From an optimization exercise on the open Yosys and OpenROAD flow, aimed at small area, a short achievable clock period and few clock cycles per item; shortcuts taken in it are not production practice.
In this exercise RTL edits were held to simulation tests only and were not proved equivalent to the original.
Power and IR drop assume default switching activity.

Setup of job 9137:
Design vpb_adpcm, start of the top module:
module vpb_adpcm (
    input  wire               clk,
    input  wire               rst,
    input  wire               start,
    output wire               busy,
    input  wire        [15:0] count,
    input  wire       [255:0] coefs,      
    input  wire         [7:0] ps_in,
    input  wire signed [15:0] yn1_in,
    input  wire signed [15:0] yn2_in,
    input  wire               in_valid,
    output wire               in_ready,
    input  wire         [7:0] in_byte,
    output wire               out_valid,
    input  wire               out_ready,
    output wire signed [15:0] out_sample,
    output wire               done,
    output wire         [7:0] ps_out,
    output wire signed [15:0] yn1_out,
    output wire signed [15:0] yn2_out
);
    function [23:0] booth_enc(input [15:0] c);
        integer i;
        reg b2, b1, b0;
        begin
            for (i = 0; i < 8; i = i + 1) begin
                b2 = c[2*i+1];
                b1 = c[2*i];
                b0 = (i == 0) ? 1'b0 : c[2*i-1];
                booth_enc[i]      = b1 ^ b0;
                booth_enc[8 + i]  = (b2 & ~b1 & ~b0) | (~b2 & b1 & b0);
                booth_enc[16 + i] = b2 & ~(b1 & b0);
            end
        end
  ...
Size in the first run: about 2600 cells after synthesis, roughly 430 flip-flops, ~0.031 sq mm of cells after synthesis.
export LEC_CHECK = 0
export CAP_MARGIN = 20
export CORE_MARGIN = 2
export CORE_UTILIZATION = 40
export PLACE_DENSITY = 0.6
export SLEW_MARGIN = 20
export SETUP_SLACK_MARGIN = 10
export GPL_TIMING_DRIVEN = 1
export BUFFER_PORTS_ARGS = -buffer_cell sky130_fd_sc_hd__buf_1
export CTS_ARGS = -sink_clustering_enable -repair_clock_nets -buf_list sky130_fd_sc_hd__clkbuf_4 -dont_use_dummy_load
create_clock -name core_clock -period 15.0 [get_ports {clk}]
standard.sh (not shown) runs the stock make flow with config.mk's settings and CLKGATE_MAP_FILE= SYNTH_SCRIPT=/design/flow/synth_recipe.tcl, a recipe that flattens the netlist after the stock synthesis.
==> flow/flow/run.sh <==
#!/bin/bash
set -euo pipefail
cat >> config.mk <<'EOC'
export SETUP_SLACK_MARGIN = 10
export GPL_TIMING_DRIVEN = 1
export BUFFER_PORTS_ARGS = -buffer_cell sky130_fd_sc_hd__buf_1
export CTS_ARGS = -sink_clustering_enable -repair_clock_nets -buf_list sky130_fd_sc_hd__clkbuf_4 -dont_use_dummy_load
EOC
bash standard.sh > orfs_make.log 2>&1
Job 9137 finished every step from synthesis to the final layout, and the layout passed the timing, design-rule and antenna checks.
Testbench counts of job 9137, summed over its fixed seeds: cycles 39,048, samples 38,080.
For job 929, these inputs were changed with respect to job 9137:
# job 9137
export LEC_CHECK = 0
export CAP_MARGIN = 20
export CORE_MARGIN = 2
export CORE_UTILIZATION = 40
export PLACE_DENSITY = 0.6
export SLEW_MARGIN = 20
export SETUP_SLACK_MARGIN = 10
export GPL_TIMING_DRIVEN = 1
export BUFFER_PORTS_ARGS = -buffer_cell sky130_fd_sc_hd__buf_1
export CTS_ARGS = -sink_clustering_enable -repair_clock_nets -buf_list sky130_fd_sc_hd__clkbuf_4 -dont_use_dummy_load
create_clock -name core_clock -period 15.0 [get_ports {clk}]
# job 929
export LEC_CHECK = 0
export ABC_AREA = 1
export CAP_MARGIN = 20
export CORE_MARGIN = 2
export CORE_UTILIZATION = 40
export PLACE_DENSITY = 0.6
export SLEW_MARGIN = 20
export SETUP_SLACK_MARGIN = 11
export BUFFER_PORTS_ARGS = -buffer_cell sky130_fd_sc_hd__buf_1
export CTS_ARGS = -sink_clustering_enable -repair_clock_nets -buf_list sky130_fd_sc_hd__clkbuf_4 -dont_use_dummy_load
create_clock -name core_clock -period 15.0 [get_ports {clk}]
==> flow/flow/run.sh <==
#!/bin/bash
set -euo pipefail
cat >> config.mk <<'EOC'
export SETUP_SLACK_MARGIN = 11
export BUFFER_PORTS_ARGS = -buffer_cell sky130_fd_sc_hd__buf_1
export CTS_ARGS = -sink_clustering_enable -repair_clock_nets -buf_list sky130_fd_sc_hd__clkbuf_4 -dont_use_dummy_load
EOC
bash standard.sh > orfs_make.log 2>&1
Findings:
- Looking at the reports, job 929 completed the entire flow and the layout it produced met the timing, design-rule and antenna checks.
- For job 9137, the critical path launch point was of_p, unlike job 929, where it was keep.
- Job 929 vs. job 9137: post-CTS resize count saw an increase, maximum frequency -0.52%, final instance area grew by about 7%, pre-CTS worst setup slack shows an increase of 160 ps, signed area change from the synthesized netlist to the final layout grew by 7.7 points.
## Diff of input files: job 4915 against job 929
# job 929
export LEC_CHECK = 0
export ABC_AREA = 1
export CAP_MARGIN = 20
export CORE_MARGIN = 2
export CORE_UTILIZATION = 40
export PLACE_DENSITY = 0.6
export SLEW_MARGIN = 20
export SETUP_SLACK_MARGIN = 11
export BUFFER_PORTS_ARGS = -buffer_cell sky130_fd_sc_hd__buf_1
export CTS_ARGS = -sink_clustering_enable -repair_clock_nets -buf_list sky130_fd_sc_hd__clkbuf_4 -dont_use_dummy_load
create_clock -name core_clock -period 15.0 [get_ports {clk}]
# job 4915
export LEC_CHECK = 0
export CAP_MARGIN = 20
export CORE_MARGIN = 2
export CORE_UTILIZATION = 55
export PLACE_DENSITY = 0.7
export SLEW_MARGIN = 20
export SETUP_SLACK_MARGIN = 11
export BUFFER_PORTS_ARGS = -buffer_cell sky130_fd_sc_hd__buf_1
export CTS_ARGS = -sink_clustering_enable -repair_clock_nets -buf_list sky130_fd_sc_hd__clkbuf_4 -dont_use_dummy_load
create_clock -name core_clock -period 15.0 [get_ports {clk}]
### Flow results
Job 4915 did not stop at any stage, and its layout met the timing, design-rule and antenna checks.
The lower share of total power in sequential cells of job 4915 and job 929 is in job 929.
Final worst hold slack delta (job 4915 − job 929): favourable
Diff job 929 -> job 4915: worst vdd rail ir drop shows an increase of 6.6%, critical path depth shows a reduction of 9, number of non-filler instances in the completed layout shows a reduction of 885, total power shows a reduction of about 5.6%.
From job 929 to job 4915 the numbers moved as follows: wire length after detailed routing shrank by 5800 um, non-clock buffer count shrank by 13, worst setup slack shrank by 59 ps, final area shrank by 2.6%.
The inputs of job 4372 differ from those of job 4915 as listed below.
# job 4915
export LEC_CHECK = 0
export CAP_MARGIN = 20
export CORE_MARGIN = 2
export CORE_UTILIZATION = 55
export PLACE_DENSITY = 0.7
export SLEW_MARGIN = 20
export SETUP_SLACK_MARGIN = 11
export BUFFER_PORTS_ARGS = -buffer_cell sky130_fd_sc_hd__buf_1
export CTS_ARGS = -sink_clustering_enable -repair_clock_nets -buf_list sky130_fd_sc_hd__clkbuf_4 -dont_use_dummy_load
create_clock -name core_clock -period 15.0 [get_ports {clk}]
# job 4372
export LEC_CHECK = 0
export CAP_MARGIN = 20
export CORE_MARGIN = 2
export CORE_UTILIZATION = 40
export PLACE_DENSITY = 0.6
export SLEW_MARGIN = 20
export SETUP_SLACK_MARGIN = 11
export BUFFER_PORTS_ARGS = -buffer_cell sky130_fd_sc_hd__buf_1
export CTS_ARGS = -sink_clustering_enable -repair_clock_nets -buf_list sky130_fd_sc_hd__clkbuf_4 -dont_use_dummy_load
create_clock -name core_clock -period 15.0 [get_ports {clk}]
==> comparison <==
All of job 4915 and job 4372 finish clean.
Between job 4915 and job 4372, clock latency reported for the late side of the worst-skew pair is higher for job 4372, job 4915 comes in under that.
The global-route usage in job 4372 sits 10 points below the value recorded for job 4915.
Re final area: job 4372 is 4.4% down on job 4915.
Between job 4915 and job 4372, the flow reports routed wire length decreasing by a few percent.
Summary: core area, job 4372 worse than job 4915
Against job 4915, job 4372 comes in 5.7 points lower on signed area change from the synthesized netlist to the final layout.
Higher cell row count was reported by job 4372, not job 4915.
Compared job 4372 against job 4915; number of multi-input combinational cells within noise.
Instance count after placement with tap cells included went up by a little under 10% going from job 4915 to job 4372.
Compared to job 4915, job 4372 was floorplanned on a bigger die.

==> static timing again, ports no longer ideal <==
No port has a modelled driver above. Below, the same layouts with a new extraction and two added sets of constraints.
Step 1 (the two cells are an assumption about what drives the block):
set clk [get_ports {clk}]
set_driving_cell -lib_cell sky130_fd_sc_hd__clkbuf_16 $clk
set_driving_cell -lib_cell sky130_fd_sc_hd__buf_2 [delete_from_list [all_inputs] $clk]
Step 2, shift: input delay + t, output delay - t, t = (earliest + latest rising clock arrival at the registers) / 2. This alone moves slack from input paths to output paths.
Three values: ideal, step 1, step 2; two values: the first two.
| run | t (ns) | setup slack, ns | cell pins on the clock port's net |
|---|---|---|---|
| job 9137 | 0.906 | 9.611 / 9.604 / 9.280 | 1 |
| job 929 | 0.875 | 9.583 / 9.583 / 9.583 | 1 |
| job 4915 | 0.883 | 9.524 / 9.524 / 9.388 | 1 |
| job 4372 | 0.912 | 9.642 / 9.642 / 9.642 | 1 |
After both steps setup and hold are still met in every run listed. For job 9137, which loses most, drivers alone change the setup slack by -0.007 ns; drivers and shift together by -0.331 ns.
